Context: an optimization exercise on an open-source flow, tuned for small area, a short achievable clock period and few clock cycles per item. The choices shown serve that exercise and are no tape-out recipe.
No functional check of the RTL was part of any run shown here.

**design.v**
```verilog
module fpdiv (
    input  wire        clk,
    input  wire        rst,           
    input  wire        in_valid,
    output wire        in_ready,
    input  wire [31:0] in_a,          
    input  wire [31:0] in_b,          
    output reg         out_valid,
    output reg  [31:0] out_result
);
    localparam integer NS = 13;       
    localparam [1:0] C_FIN  = 2'd0;
    localparam [1:0] C_ZERO = 2'd1;
    localparam [1:0] C_INF  = 2'd2;
    localparam [1:0] C_NAN  = 2'd3;
    reg        rdy_q;                 
    reg        v0;
    reg        s0;                    
    reg  [7:0] ea0, eb0;
    reg [23:0] ma0, mb0;              
    reg        az0, bz0;              
    reg signed [5:0] c0;              
    assign in_ready = rdy_q;
    wire in_az = (in_a[30:0] == 31'd0);
    wire in_bz = (in_b[30:0] == 31'd0);
    wire in_ha = (in_a[30:23] != 8'd0);
    wire in_hb = (in_b[30:23] != 8'd0);
    wire need_a = ~ma0[23] & ~az0;
    wire need_b = ~mb0[23] & ~bz0;
    always @(posedge clk) begin
        if (rdy_q) begin
            s0  <= in_a[31] ^ in_b[31];
            ea0 <= in_a[30:23];
            eb0 <= in_b[30:23];
            ma0 <= {in_ha, in_a[22:0]};
            mb0 <= {in_hb, in_b[22:0]};
            az0 <= in_az;
            bz0 <= in_bz;
            c0  <= 6'sd0;
        end else begin
            if (need_a) ma0 <= {ma0[22:0], 1'b0};
            if (need_b) mb0 <= {mb0[22:0], 1'b0};
            c0 <= c0 + (need_b ? 6'sd1 : 6'sd0) - (need_a ? 6'sd1 : 6'sd0);
        end
    end
    always @(posedge clk) begin
        if (rst) begin
            rdy_q <= 1'b1;
            v0    <= 1'b0;
        end else if (rdy_q) begin
            v0    <= in_valid;
            rdy_q <= ~in_valid | (in_ha | in_az) & (in_hb | in_bz);
        end else begin
            rdy_q <= ~(need_a & ~ma0[22]) & ~(need_b & ~mb0[22]);
        end
    end
    wire v0_go = v0 & rdy_q;
    wire a_nan = (ea0 == 8'hFF) & (ma0[22:0] != 23'd0);
    wire b_nan = (eb0 == 8'hFF) & (mb0[22:0] != 23'd0);
    wire a_inf = (ea0 == 8'hFF) & (ma0[22:0] == 23'd0);
    wire b_inf = (eb0 == 8'hFF) & (mb0[22:0] == 23'd0);
    wire        a_lt_b = (ma0 < mb0);
    wire [26:0] w0 = a_lt_b ? {2'b00, ma0, 1'b0} : {3'b000, ma0};
    wire signed [9:0] xa = (ea0 == 8'd0) ? 10'sd1 : $signed({2'b00, ea0});
    wire signed [9:0] xb = (eb0 == 8'd0) ? 10'sd1 : $signed({2'b00, eb0});
    wire signed [9:0] e_hi = xa - xb + {{4{c0[5]}}, c0} + 10'sd127;
    wire signed [9:0] e_lo = e_hi - 10'sd1;
    wire signed [9:0] e1 = a_lt_b ? e_lo : e_hi;
    wire e_ovf = a_lt_b ? (e_lo > 10'sd254) : (e_hi > 10'sd254);
    wire e_unf = a_lt_b ? (e_lo < -10'sd23) : (e_hi < -10'sd23);
    localparam signed [8:0] E_INF  = 9'sd255;
    localparam signed [8:0] E_ZERO = -9'sd24;
    localparam signed [8:0] E_NAN  = 9'h100;
    function sel;
        input [6:0] est;
        input integer m;
        begin
            sel = ($signed(est) >= m);
        end
    endfunction
    reg signed [8:0] ex1;
    always @(*) begin
        if (a_nan | b_nan | (a_inf & b_inf) | (az0 & bz0)) ex1 = E_NAN;
        else if (a_inf | bz0)                               ex1 = E_INF;
        else if (b_inf | az0)                               ex1 = E_ZERO;
        else if (e_ovf)                                     ex1 = E_INF;
        else if (e_unf)                                     ex1 = E_ZERO;
        else                                                ex1 = e1[8:0];
    end
    localparam integer NP = NS + 2;
    reg [NP-1:0]      v_p;
    reg [NP-1:0]      s_p;
    reg [9*NP-1:0]    e_p;
    reg [23*NP-1:0]   b_p;
    reg [27*NP-1:0]   ws_p;           
    reg [27*NP-1:0]   wc_p;           
    reg [39*NP-1:0]   qd_p;           
    wire [27*NP-1:0] ws_n;
    wire [27*NP-1:0] wc_n;
    wire [3*NP-1:0]  qd_n;
    genvar g;
    generate
        for (g = 1; g <= NS; g = g + 1) begin : st
            wire [22:0] bf  = b_p[23*g +: 23];
            wire [28:0] d1  = {3'b000, 1'b1, bf, 2'b00};
            wire [28:0] d2  = {2'b00, 1'b1, bf, 3'b000};
            wire [26:0] ws  = ~ws_p[27*g +: 27];
            wire [26:0] wc  = ~wc_p[27*g +: 27];
            wire [6:0]  est = ws[26:20] + wc[26:20];
            reg         p2, p1, n1, n2;
            always @(*) begin
                p2 = 1'b0; p1 = 1'b0; n1 = 1'b0; n2 = 1'b0;
                case (bf[22:20])
                    3'd0: begin p2 = sel(est, 12); p1 = sel(est,  4) & ~p2; n2 = ~sel(est, -13); n1 = ~sel(est, -4) & ~n2; end
                    3'd1: begin p2 = sel(est, 14); p1 = sel(est,  4) & ~p2; n2 = ~sel(est, -15); n1 = ~sel(est, -6) & ~n2; end
                    3'd2: begin p2 = sel(est, 15); p1 = sel(est,  4) & ~p2; n2 = ~sel(est, -16); n1 = ~sel(est, -6) & ~n2; end
                    3'd3: begin p2 = sel(est, 16); p1 = sel(est,  4) & ~p2; n2 = ~sel(est, -18); n1 = ~sel(est, -6) & ~n2; end
                    3'd4: begin p2 = sel(est, 18); p1 = sel(est,  6) & ~p2; n2 = ~sel(est, -20); n1 = ~sel(est, -8) & ~n2; end
                    3'd5: begin p2 = sel(est, 20); p1 = sel(est,  6) & ~p2; n2 = ~sel(est, -20); n1 = ~sel(est, -8) & ~n2; end
                    3'd6: begin p2 = sel(est, 20); p1 = sel(est,  8) & ~p2; n2 = ~sel(est, -22); n1 = ~sel(est, -8) & ~n2; end
                    default: begin p2 = sel(est, 24); p1 = sel(est,  8) & ~p2; n2 = ~sel(est, -24); n1 = ~sel(est, -8) & ~n2; end
                endcase
            end
            wire [28:0] y  = ({29{p1}} & ~d1) | ({29{p2}} & ~d2) |
                             ({29{n1}} &  d1) | ({29{n2}} &  d2);
            wire [28:0] a4 = {ws, 2'b00};
            wire [28:0] c4 = {wc, 2'b00};
            wire [28:0] ts = a4 ^ c4 ^ y;
            wire [28:0] tc = (a4 & c4) | (a4 & y) | (c4 & y);
            assign ws_n[27*g +: 27] = ~ts[26:0];
            assign wc_n[27*g +: 27] = ~{tc[25:0], p1 | p2};
            assign qd_n[3*g +: 3]   = {n1 | n2, p2 | n2, p1 | n1};
        end
    endgenerate
    integer n;
    always @(posedge clk) begin
        if (rst) v_p <= {NP{1'b0}};
        else     v_p <= {v_p[NP-2:1], v0_go, 1'b0};
        s_p[1]         <= s0;
        e_p[9 +: 9]    <= ex1;
        b_p[23 +: 23]  <= mb0[22:0];
        ws_p[27 +: 27] <= ~w0;
        wc_p[27 +: 27] <= ~27'd0;
        qd_p[39 +: 39] <= 39'd0;
        for (n = 1; n <= NS; n = n + 1) begin
            s_p[n+1]              <= s_p[n];
            e_p[9*(n+1) +: 9]     <= e_p[9*n +: 9];
            b_p[23*(n+1) +: 23]   <= b_p[23*n +: 23];
            ws_p[27*(n+1) +: 27]  <= ws_n[27*n +: 27];
            wc_p[27*(n+1) +: 27]  <= wc_n[27*n +: 27];
            qd_p[39*(n+1) +: 39]  <= {qd_p[39*n +: 36], qd_n[3*n +: 3]};
        end
    end
    wire [26:0] fws = ~ws_p[27*(NS+1) +: 27];
    wire [26:0] fwc = ~wc_p[27*(NS+1) +: 27];
    wire [26:0] fb  = {2'b01, b_p[23*(NS+1) +: 23], 2'b00};
    wire [26:0] fw  = fws + fwc;                       
    wire        neg = fw[26];
    wire [26:0] zs  = fws ^ fwc ^ fb;
    wire [26:0] zc  = {(fws[25:0] & fwc[25:0] | fws[25:0] & fb[25:0] | fwc[25:0] & fb[25:0]), 1'b0};
    wire        z0  = ((fws ^ fwc) == {(fws[25:0] | fwc[25:0]), 1'b0});
    wire        zb  = ((zs ^ zc) == {(zs[25:0] | zc[25:0]), 1'b0});
    wire [38:0] fqd = qd_p[39*(NS+1) +: 39];
    reg  [25:0] qpos_v, qneg_v;
    integer j;
    always @(*) begin
        for (j = 0; j < 13; j = j + 1) begin
            qpos_v[2*j +: 2] = fqd[3*j+2] ? 2'b00 : fqd[3*j +: 2];
            qneg_v[2*j +: 2] = fqd[3*j+2] ? fqd[3*j +: 2] : 2'b00;
        end
    end
    wire [25:0] qv  = qpos_v + ~qneg_v + {25'd0, ~neg};
    reg         v_e, s_e, stk_e;
    reg  [8:0]  e_e;
    reg  [23:0] q_e;
    always @(posedge clk) begin
        if (rst) v_e <= 1'b0;
        else     v_e <= v_p[NS+1];
        s_e   <= s_p[NS+1];
        e_e   <= e_p[9*(NS+1) +: 9];
        q_e   <= qv[23:0];                            
        stk_e <= ~(z0 | zb);
    end
    wire signed [8:0] ef = e_e;
    wire        is_nan = ef[8] & ~ef[7];
    wire        is_inf = (ef == E_INF);
    wire        subn = ef[8] | (ef[7:0] == 8'd0);
    wire [4:0]  sh   = subn ? (5'd1 - ef[4:0]) : 5'd0;    
    wire [24:0] x    = {1'b1, q_e};                       
    wire [49:0] xs   = {x, 25'd0} >> sh;
    wire [23:0] m    = xs[49:26];
    wire        gb   = xs[25];
    wire        stk  = stk_e | (xs[24:0] != 25'd0);
    wire        rnd  = gb & (stk | m[0]);
    wire [7:0]  ef8  = subn ? 8'd0 : ef[7:0];
    wire [30:0] pk   = {ef8, m[22:0]} + {30'd0, rnd};
    reg  [31:0] res;
    always @(*) begin
        if (is_nan)      res = 32'h7FC00000;
        else if (is_inf) res = {s_e, 8'hFF, 23'd0};
        else             res = {s_e, pk};
    end
    always @(posedge clk) begin
        if (rst) out_valid <= 1'b0;
        else     out_valid <= v_e;
        out_result <= res;
    end
endmodule
```
**constraint.sdc**
```tcl
create_clock -name core_clock -period 10.0 [get_ports {clk}]
set_input_delay 2.0000 -clock core_clock [delete_from_list [all_inputs] [get_ports {clk}]]
set_output_delay 2.0000 -clock core_clock [all_outputs]
set_load 0.01 [all_outputs]
```
**config.mk**
```make
export PLATFORM = sky130hd
export DESIGN_NAME = fpdiv
export DESIGN_NICKNAME = fpdiv
export VERILOG_FILES = /design/flow/design.v
export SDC_FILE = /design/flow/constraint.sdc
export NUM_CORES = 4
export LEC_CHECK = 0
export CAP_MARGIN = 20
export CORE_MARGIN = 2
export CORE_UTILIZATION = 40
export SLEW_MARGIN = 20
```
**run.sh**
```bash
#!/bin/bash
# synth_recipe.tcl (not shown) runs the flow's synth.tcl, then flattens the netlist and writes it again
# the make line also repeats each setting of config.mk as NAME=value (left out here)
make -C /OpenROAD-flow-scripts/flow DESIGN_CONFIG=/design/flow/config.mk WORK_HOME=/design/flow/orfs CLKGATE_MAP_FILE= SYNTH_SCRIPT=/design/flow/synth_recipe.tcl finish
```
==> run summary, run 1 <==
status=no timing/DRC/antenna violations; HP Class=reg -> reg; starting density of the core=40.1%; Die Area=166000 um^2; count of H-tree levels built during CTS=4; overall track demand over capacity in global routing=18.0%; delay contributed by the slowest stage of the critical path=0.77 ns; root cell of the clock tree=sky130_fd_sc_hd__clkbuf_16; CTS tree=built; average vias per placed instance=5.22; footprint of the multi-input gates=30800 um^2; maximum frequency from static timing analysis=0.169 GHz; sink count of the clock tree=1529; largest net degree at the start of global routing=75; Post-DP HPWL=112000 um; number of buffers inserted by port buffering=100; number of buffers created by CTS=roughly 150; cts hold-fix bufs=0; share of post-route cells with drive strength above 1=7.41%; max-slew violation count=0; final weighted congestion in routability-driven placement=between 0.9 and 1; Final min period=~5.9 ns; Clock Path Buffers=3; critical path endpoint category=flop; unique cell type count in the Yosys netlist=99; arrival time of the worst setup path=6.59 ns; dominant cell type by area after synthesis=sky130_fd_sc_hd__dfxtp_1; antenna fix cells=0; worst clock skew=between 0.05 and 0.06 ns; Chip Height=about 400 um; count of flip-flops with a built-in enable after synthesis=67; fin worst setup slack=4.08 ns; post-detailed-route wirelength per cell=17.5 um; instance area after placement=68300 um^2; highest-delay cell along the critical path=sky130_fd_sc_hd__and3_1; number of DRC markers in iteration 0=roughly 3300; CP Class=reg -> reg; Reg clk slew, reported paths=roughly 0.06 ns; TritonRoute pass-1 iters=5; share of the core filled with cells=45.4%; Min-Delay Path Depth=0; worst path cell trace=inv_1, ha_1, fa_1, a21o_1, a21o_1, a2111oi_0, a311o_1, clkinv_1, ha_1, o211a_1, a221oi_1, or3_1, and3_1, inv_1, a221oi_1, fa_1; # nets final=6981; number of cells on the worst reg-to-reg path=16; actual transition at the worst max-transition pin=approximately 1.1 ns; placeable core region=162000 um^2; RSZ-0062 raised after global routing=false; reg2reg setup slack=4.08 ns; gate count of the mapped netlist=6332; post-CTS resize count=0; fraction of synthesized cell area taken by the top area cell type=between 40 and 50%; # setup viols final=0; horizontal extent of the die=407 um; most numerous cell types in the synthesized netlist=sky130_fd_sc_hd__dfxtp_1, sky130_fd_sc_hd__inv_1, sky130_fd_sc_hd__nor2_1, sky130_fd_sc_hd__a21oi_1, sky130_fd_sc_hd__nand2_1; area taken by flip-flops and latches=31300 um^2; Detail Route Antenna Nets=0; sequential element share of the synthesized area=48.1%; final hold violation count=0; most used standard cell by instance count after synthesis=sky130_fd_sc_hd__dfxtp_1; biggest area contributors in the synthesized netlist=sky130_fd_sc_hd__dfxtp_1, sky130_fd_sc_hd__fa_1, sky130_fd_sc_hd__ha_1; synth warn=1; clock latency at the later pin of the worst-skew pair=~0.80 ns; peak fanout along the critical path=23; Post-Syn Area per Cell=around 10 um^2; DP Worst Slack=3.87 ns; Async SR Flop Fraction=0%; Syn Std Cell Area=about 65000 um^2; standard-cell row count=148; area of all placed cells without fillers=73700 um^2; Area growth, synth to finish=13.2%; share of the clock period used by the worst path=59.2%; WP data required=10.67 ns; total number of vias=between 40000 and 50000; Setup TNS Final=0 ns; Critical Path Source Type=flop; aggregate global routing overflow=0; initial antenna violation count=0; # Post-CTS Setup Buffers=0; Most used DFF post-synth=sky130_fd_sc_hd__dfxtp_1; wire length of the first global-routing pass=245000 um; Net Count, Synth=6952; number of placed I/O pins=101; headroom to the max-slew limit=27.8%; number of violations of the max-capacitance limit=0; DR DRC count=0; register bit count reported by yosys=1529; sum of routed wire length over all layers=152000 um; vias in the first global route=around 45000; total of fill cells in the finished design=approximately 15000
-- critical path, delay by kind of cell, from the launching register on --
kind | cells | cell delay [ns]
flops | 1 | 0.36
simple gates | 2 | 0.95
fa+ha+maj | 4 | 1.56
buf+inv | 3 | 0.63
compound gates | 7 | 2.29
-- sequential cells by signal, summed over array words and instances, names as in the netlist, 6 cells and up --
register and count:
e_e 9, q_e 24, c0 6, wc_p 325, qd_p 234, ma0 24
ws_p 350, out_result 32, e_p 126, s_p 14, v_p 14, mb0 24
eb0 8, b_p 322, ea0 8
-- routing by layer --
layer	up-vias	global-route usage (%)	part of all wire, %
met5	-	0	0
met4	0	6.69	3.2
met1	21800	23.6	46
li1	22200	-	-
met3	276	2.67	3.9
met2	997	29.9	47
-- stage by stage --
stage | hold slack (ns) | std cells
6_report | 0.292 | 8657
5_1_grt | 0.310 | 8657
4_1_cts | 0.296 | 8657
3_5_place_dp | 0.312 | 8381
3_3_place_gp | 0.310 | 8381
2_1_floorplan | 0.310 | 6332
-- final timing paths --
path	start	end
setup / recovery	ws_p[236]	ws_p[266]
hold / removal	qd_p[239]	qd_p[281]
setup reg to reg	ws_p[236]	ws_p[266]
hold reg to reg	qd_p[239]	qd_p[281]
-- cell type report --
class | instances | area share [%]
Clock inverter | 65 | 1.17
Clock buffer | 211 | 6.07
Inverter | 549 | 2.80
Timing Repair Buffer | 157 | 1.94
Multi-Input combinational cell | 3971 | 41.8
Sequential cell | 1529 | 42.5
Tap cell | 2175 | 3.69
-- kinds of logic after synthesis --
family / Yosys count / share of synthesized area, %
xor gates and xnor gates: 217 / 2.92
buffers and inverters: 832 / 4.84
DFF: 1529 / 48.1
and+or+nand+nor: 1505 / 11.2
muxes: 244 / 3.94
AOI/OAI and AO/OA: 1450 / 15.1
adders and majority gates: 555 / 14.0
-- layout by cell type (no fill, tap or decap), drive strengths merged, types with 89 or more instances in the layout --
cell,n
o21ai,256
xnor2,128
ha,264
nor3,135
fa,289
inv,554
clkbuf,211
dfxtp,1462
clkdlybuf4s50,100
xor2,89
mux2i,184
nand2,304
nor2,526
a211oi,196
a21oi,349
==> run 2, diff against run 1 <==
--- a/config.mk
+++ b/config.mk
@@ -8,4 +8,5 @@
 export CAP_MARGIN = 20
 export CORE_MARGIN = 2
 export CORE_UTILIZATION = 40
+export SETUP_SLACK_MARGIN = 5
 export SLEW_MARGIN = 20
==> run 2 against run 1 <==
Against the previous run:
- global-route usage grew 0.21 points
- clock skew shrank 0.0010 ns
- register-to-register slack gained 0.92 ns
- utilization grew 0.84 points
- first-iteration DRC count grew 1.2%
- count of clock-buffer cells in the layout is the same
- synthesized cell count is the same
- highest routed layer unchanged
- still clean
- critical path type unchanged
- critical path depth grew 2
- worst hold slack gained 0.0017 ns
- critical endpoint is now e_p[14]
==> run summary, run 2 <==
status=no timing/DRC/antenna violations; # nets final=7044; Buffers & Inverters on Critical Path=2; Clock Path Buffers=3; number of DRC markers in iteration 0=3319; count of flip-flops with a built-in enable after synthesis=67; share of the clock period used by the worst path=49.9%; sum of routed wire length over all layers=around 160000 um; footprint of the multi-input gates=31700 um^2; CP most frequent cell=sky130_fd_sc_hd__ha_4; aggregate global routing overflow=0; Post-Syn Area per Cell=roughly 10 um^2; DR DRC count=0; highest-delay cell along the critical path=sky130_fd_sc_hd__fa_2; Stages on worst setup path=18; number of flip-flops under the largest register name=350; antenna fix cells=0; TritonRoute pass-1 iters=6; Most used DFF post-synth=sky130_fd_sc_hd__dfxtp_1; commonest non-fill, non-tap cell in the layout=sky130_fd_sc_hd__dfxtp_1; Detail Route Antenna Nets=0; Post-DP HPWL=112000 um; wire length of the first global-routing pass=248000 um; top library cells by usage in the layout, fill and taps aside=sky130_fd_sc_hd__dfxtp_1, sky130_fd_sc_hd__inv_1, sky130_fd_sc_hd__nor2_1, sky130_fd_sc_hd__a21oi_1, sky130_fd_sc_hd__nand2_1; Met1 Wirelength=70000 um; Async SR Flop Fraction=0%; reg2reg setup slack=around 5 ns; count of H-tree levels built during CTS=4; worst hold slack after final layout=~0.29 ns; most numerous cell types in the synthesized netlist=sky130_fd_sc_hd__dfxtp_1, sky130_fd_sc_hd__inv_1, sky130_fd_sc_hd__nor2_1, sky130_fd_sc_hd__a21oi_1, sky130_fd_sc_hd__nand2_1; worst clock skew=0.0539 ns; peak fanout along the critical path=5; number of buffers created by CTS=153; Syn Std Cell Area=65100 um^2; Die Area=166000 um^2; final hold violation count=0; sequential element share of the synthesized area=48.1%; post-detailed-route wirelength per cell=17.9 um; arrival time of the worst setup path=5.63 ns; headroom to the max-slew limit=around 29%; # setup viols final=0; Critical Path Source Type=flop; synth warn=1; register bit count reported by yosys=around 1500; overall track demand over capacity in global routing=between 15 and 20%; number of buffers inserted by port buffering=100; detailed-routed wire length on met2=74500 um; share of post-route cells with drive strength above 1=10.1%; Top Registers=ws_p x350, wc_p x325, b_p x322; Chip Height=407 um; horizontal extent of the die=407 um; worst flop-to-flop path endpoint=e_p[14]; number of placed I/O pins=roughly 100; most used standard cell by instance count after synthesis=sky130_fd_sc_hd__dfxtp_1; uppermost layer routed=met4; largest net degree at the start of global routing=between 70 and 80; Crit Reg-Reg Startpoint=eb0[4]; CTS tree=built; total of fill cells in the finished design=approximately 15000; dominant cell type by area after synthesis=sky130_fd_sc_hd__dfxtp_1; fraction of synthesized cell area taken by the top area cell type=45.0%; critical path endpoint=e_p[14]; HP Class=reg -> reg; Net Count, Synth=about 7000; area taken by flip-flops and latches=31300 um^2; starting density of the core=40.1%; Area growth, synth to finish=15.3%; Reg clk slew, reported paths=0.06 ns; max-slew violation count=0; Largest Register=ws_p; final weighted congestion in routability-driven placement=0.910; initial antenna violation count=0; amount of wire on met3 after detailed routing=6520 um; RSZ-0062 raised after global routing=true; Final min period=4.99 ns; vias in the first global route=45400; origin of the worst setup path=eb0[4]; number of violations of the max-capacitance limit=0; clock latency at the later pin of the worst-skew pair=0.81 ns; maximum frequency from static timing analysis=0.200 GHz; number of cells on the worst reg-to-reg path=18; placeable core region=162000 um^2; standard-cell row count=148; sink count of the clock tree=approximately 1500; total number of vias=45700; root cell of the clock tree=sky130_fd_sc_hd__clkbuf_16; Crit path max-delay family=compound AO/OA/AOI/OAI gates; CP Class=reg -> reg; biggest area contributors in the synthesized netlist=sky130_fd_sc_hd__dfxtp_1, sky130_fd_sc_hd__fa_1, sky130_fd_sc_hd__ha_1; critical path endpoint category=flop; worst path cell trace=nor4_2, a41o_1, ha_4, fa_2, ha_4, inv_2, ha_4, fa_2, a21o_1, a21oi_4, xnor2_4, or3_4, a2111oi_4, xor2_1, buf_4, a311oi_4, nor3b_4, a21oi_1; actual transition at the worst max-transition pin=1.07 ns; Setup TNS Final=0 ns; average vias per placed instance=5.24; gate count of the mapped netlist=6332; delay contributed by the slowest stage of the critical path=about 0.44 ns; unique cell type count in the Yosys netlist=99; WP data required=10.64 ns
## run 2: through the flow
step	instance area, um^2	worst slack [ns]	std cells	utilization [%]
floorplan	65100	5.06	6332	-
global placement	68300	4.01	8381	42.1
detailed placement	68300	3.87	8381	42.1
CTS	74100	4.98	8673	45.7
global route	75000	4.72	8720	46.2
finish	75000	5.01	8720	46.2
## run 2: how the worst min path moves through the flow
| stage | cells past startpoint | slack (ns) | to | startpoint |
|---|---|---|---|---|
| finish | 0 | 0.29 | qd_p[281] | qd_p[239] |
| global route | 0 | 0.31 | qd_p[281] | qd_p[239] |
| CTS | 0 | 0.30 | qd_p[281] | qd_p[239] |
| detailed placement | 0 | 0.31 | e_e[6] | e_p[132] |
| global placement | 0 | 0.31 | s_p[7] | s_p[6] |
| floorplan | 0 | 0.31 | e_e[0] | e_p[126] |
## run 2: cell families after synthesis
kind of cell               share of synthesized area, %
DFF                                                48.1
and+or+nand+nor                                    11.2
AOI/OAI and AO/OA                                  15.1
buffers and inverters                              4.84
adders and majority gates                          14.0
muxes                                              3.94
xor gates and xnor gates                           2.92
## run 2: layout make-up
cell class | count | share of cell area [%]
multi-input combinational | 3977 | 42.2
sequential | 1529 | 41.7
clock buffer | 211 | 5.96
inverter | 549 | 2.78
tap | 2175 | 3.63
timing repair buffer | 214 | 2.57
clock inverter | 65 | 1.15
## run 2: routing by layer
metal | vias up | global-route usage, %
met1 | 22000 | 23.7
met2 | 1096 | 30.5
met5 | - | 0
li1 | 22300 | -
met4 | 0 | 6.92
met3 | 296 | 2.54
## run 2: worst reg2reg max path, delay by kind of cell, from the launching register on
kind / cells / cell delay, ns
AOI/OAI and AO/OA: 6 / 1.45
adders and majority gates: 5 / 1.43
and+or+nand+nor: 3 / 1.06
DFF: 1 / 0.42
xor gates and xnor gates: 2 / 0.26
buffers and inverters: 2 / 0.21
## run 2: what timing repair did
| item | in CTS | in global routing |
|---|---|---|
| cloned | 2 | 4 |
| resized for setup | 61 | 114 |
| endpoints found under the setup margin | 327 | 402 |
| buffers inserted | 14 | 43 |
| hold endpoints to repair | 0 | 0 |
| pin swaps | 6 | 36 |
| hold buffers | 0 | 0 |
==> run 3, diff against run 2 <==
==> flow/run.sh (new file) <==
#!/bin/bash
# The standard layout, with timing repair aimed below the clock period
# (repair_timing's setup margin) and run on every violating endpoint.
set -euo pipefail
bash standard.sh SETUP_SLACK_MARGIN=6.3 TNS_END_PERCENT=100 finish > standard_flow.log 2>&1
==> standard.sh (new file) <==
#!/bin/bash
# synth_recipe.tcl (not shown) runs the flow's synth.tcl, then flattens the netlist and writes it again
# the make line also repeats each setting of config.mk as NAME=value (left out here)
make -C /OpenROAD-flow-scripts/flow DESIGN_CONFIG=/design/flow/config.mk WORK_HOME=/design/flow/orfs CLKGATE_MAP_FILE= SYNTH_SCRIPT=/design/flow/synth_recipe.tcl "${@:-finish}"
--- a/config.mk
+++ b/config.mk
@@ -8,5 +8,4 @@
 export CAP_MARGIN = 20
 export CORE_MARGIN = 2
 export CORE_UTILIZATION = 40
-export SETUP_SLACK_MARGIN = 5
 export SLEW_MARGIN = 20
removed: run.sh
==> run 3 against run 2 <==
Against the previous run:
- still clean
- design area grew 19%
- sequential share of layout area is 6.5 points lower
- worst hold slack improved by 0.0067 ns
- critical path depth stayed put
- critical endpoint is now e_p[12]
- largest cell class unchanged
==> run summary, run 3 <==
sequential element share of the synthesized area=between 40% and 50%; sink count of the clock tree=1529; headroom to the max-slew limit=between 30% and 40%; share of the clock period used by the worst path=49.2%; overall track demand over capacity in global routing=between 20% and 30%; Post-DP HPWL=114000 um; initial antenna violation count=1; fin worst setup slack=5.08 ns; number of placed instances, taps included=8379; largest net degree at the start of global routing=75; # nets final=7566; vias in the first global route=49700; DR DRC count=0; TritonRoute pass-1 iters=6; amount of wire on met3 after detailed routing=7880 um; Reg clk slew, reported paths=about 0.060 ns; Clock Path Buffers=3; dominant cell type by area after synthesis=sky130_fd_sc_hd__dfxtp_1; commonest non-fill, non-tap cell in the layout=sky130_fd_sc_hd__dfxtp_1; critical path endpoint category=flop; delay contributed by the slowest stage of the critical path=0.45 ns; post-detailed-route wirelength per cell=around 20 um; antenna fix cells=0; Area growth, synth to finish=36.9%; highest-delay cell along the critical path=sky130_fd_sc_hd__fa_2; WP data required=10.63 ns; starting density of the core=40.1%; Most used DFF post-synth=sky130_fd_sc_hd__dfxtp_1; gate count of the mapped netlist=6332; aggregate global routing overflow=0; biggest area contributors in the synthesized netlist=sky130_fd_sc_hd__dfxtp_1, sky130_fd_sc_hd__fa_1, sky130_fd_sc_hd__ha_1; average vias per placed instance=between 5 and 6; unique cell type count in the Yosys netlist=99; actual transition at the worst max-transition pin=1.02 ns; # setup viols final=0; sum of routed wire length over all layers=189000 um; clock latency at the later pin of the worst-skew pair=a little under 0.8 ns; top library cells by usage in the layout, fill and taps aside=sky130_fd_sc_hd__dfxtp_1, sky130_fd_sc_hd__inv_1, sky130_fd_sc_hd__nor2_1, sky130_fd_sc_hd__buf_4, sky130_fd_sc_hd__nand2_1; register bit count reported by yosys=around 1500; Final min period=4.92 ns; final hold violation count=0; status=no timing/DRC/antenna violations; uppermost layer routed=met4; Die Area=166000 um^2; share of the core filled with cells=54.9%; fraction of synthesized cell area taken by the top area cell type=45.0%; most numerous cell types in the synthesized netlist=sky130_fd_sc_hd__dfxtp_1, sky130_fd_sc_hd__inv_1, sky130_fd_sc_hd__nor2_1, sky130_fd_sc_hd__a21oi_1, sky130_fd_sc_hd__nand2_1; root cell of the clock tree=sky130_fd_sc_hd__clkbuf_16; DP Worst Slack=about 4.6 ns; most used standard cell by instance count after synthesis=sky130_fd_sc_hd__dfxtp_1; max-slew violation count=0; area of all placed cells without fillers=89100 um^2; detailed-routed wire length on met2=between 90000 and 100000 um; Chip Height=407 um; Net Count, Synth=6952; arrival time of the worst setup path=5.55 ns; RSZ-0062 raised after global routing=true; Syn Std Cell Area=65100 um^2; Detail Route Antenna Nets=0; synth warn=1; Async SR Flop Fraction=0%; Top Registers=ws_p x350, wc_p x325, b_p x322; number of placed I/O pins=101; count of flip-flops with a built-in enable after synthesis=67; number of flip-flops under the largest register name=350; number of buffers created by CTS=155; wire length of the first global-routing pass=288000 um; maximum frequency from static timing analysis=0.203 GHz; Crit Reg-Reg Startpoint=eb0[6]; placeable core region=162000 um^2; CP most frequent cell=sky130_fd_sc_hd__ha_4; worst hold slack after final layout=0.300 ns; number of DRC markers in iteration 0=~3300; Setup TNS Final=0 ns; horizontal extent of the die=a little over 400 um; count of H-tree levels built during CTS=4; origin of the worst setup path=eb0[6]; CTS tree=built; Largest Register=ws_p; number of buffers inserted by port buffering=100; worst clock skew=between 0.03 and 0.04 ns; Met1 Wirelength=about 79000 um; hold wc startpoint=qd_p[518]; peak fanout along the critical path=5; final weighted congestion in routability-driven placement=0.878; instance area after placement=roughly 70000 um^2; Post-Syn Area per Cell=10.3 um^2; number of violations of the max-capacitance limit=0; total of fill cells in the finished design=13400; worst path cell trace=nor4_2, a41o_1, ha_4, fa_2, ha_4, inv_2, ha_4, fa_2, a21o_1, a21oi_4, o211ai_1, xor2_2, a2111oi_4, xor2_2, buf_4, a311oi_2, nor3b_4, a21oi_1; HP Class=reg -> reg; non-filler instance count after layout=9251; standard-cell row count=between 100 and 150; CP Class=reg -> reg; Critical Path Source Type=flop; total number of vias=roughly 49000; share of post-route cells with drive strength above 1=32.1%
==> run 3: changes by cell type in the layout (fill, tap and decap cells not counted), sizes merged, moves of 3 or more <==
| cell | delta |
|---|---|
| clkdlybuf4s50 | -13 |
| a31o | +3 |
| and3 | +3 |
| clkbuf | +10 |
| dlygate4sd2 | +12 |
| clkinv | +9 |
| inv | -6 |
| buf | +502 |
==> run 3: routing by layer <==
metal	GRT usage, %	vias up
li1	-	23400
met1	27.0	24200
met2	38.2	1273
met3	2.94	377
met4	7.54	0
met5	0	-
==> run 3: path summary, 6_finish.rpt <==
path | endpoint | slack [ns] | cells after the start
max | e_p[12] | 5.08 | 18
min | qd_p[560] | 0.30 | 0
min reg2reg | qd_p[560] | 0.30 | 0
max reg2reg | e_p[12] | 5.08 | 18
==> run 3: kinds of logic (layout without fill, tap and decap cells) <==
family                     after synthesis  after routing  synth area share (%)
AOI/OAI and AO/OA                     1450           1458                  15.1
xor gates and xnor gates               217            217                  2.92
adders and majority gates              555            555                  14.0
buffers and inverters                  832           1559                  4.84
DFF                                   1529           1529                  48.1
muxes                                  244            244                  3.94
and+or+nand+nor                       1505           1514                  11.2
==> run 3: final cells by class <==
type | instances | area (um^2) | share of cell area, %
Clock buffer | 217 | 4440 | 4.98
Tap cell | 2175 | 2720 | 3.05
Timing Repair Buffer | 721 | 8350 | 9.37
Multi-Input combinational cell | 3988 | 39200 | 44.0
Timing Repair inverter | 2 | 12.5 | 0.0140
Clock inverter | 70 | 882 | 0.990
Inverter | 549 | 2150 | 2.41
Sequential cell | 1529 | 31400 | 35.2
==> run 3: critical path: cells and delay by family, from the launching register on <==
kind | cells | cell delay, ns
buffers and inverters | 2 | 0.20
adder cells (fa/ha/maj) | 5 | 1.48
AND/OR/NAND/NOR | 2 | 0.63
AO/OA/AOI/OAI | 7 | 1.67
flip-flops | 1 | 0.40
XOR/XNOR | 2 | 0.37
==> run 3: what timing repair did <==
| action | in CTS | in global routing |
|---|---|---|
| hold buffers | 0 | 0 |
| endpoints found under the setup margin | 667 | 630 |
| buffers inserted | 353 | 159 |
| hold endpoints to repair | 0 | 0 |
| cloned | 65 | 8 |
| gates resized for setup | 1009 | 603 |
| pin swaps | 374 | 322 |

static timing again, ports no longer ideal:
How much do the figures lean on ideal ports? The routed layouts below were timed once more, with nothing changed but the port constraints.
Step 1 sets driving cells, clkbuf_16 on the clock port and buf_2 on the other inputs (assumed; they add their load-dependent delay and slew).
Step 2, shift: input delay + t, output delay - t, t = (earliest + latest rising clock arrival at the registers) / 2. This alone moves slack from input paths to output paths.
a / b / c = ideal ports / drivers / drivers and shift; a / b = the first two.
run | t, ns | slack for setup (ns) | worst register clock-pin slew, ns
run 1 | 0.845 | 4.083 / 4.083 / 4.083 | 0.07 / 0.07
run 2 | 0.851 | 5.006 / 5.006 / 5.006 | 0.07 / 0.07
run 3 | 0.859 | 5.084 / 5.084 / 5.084 | 0.07 / 0.07
After both steps setup and hold are still met in every run listed.
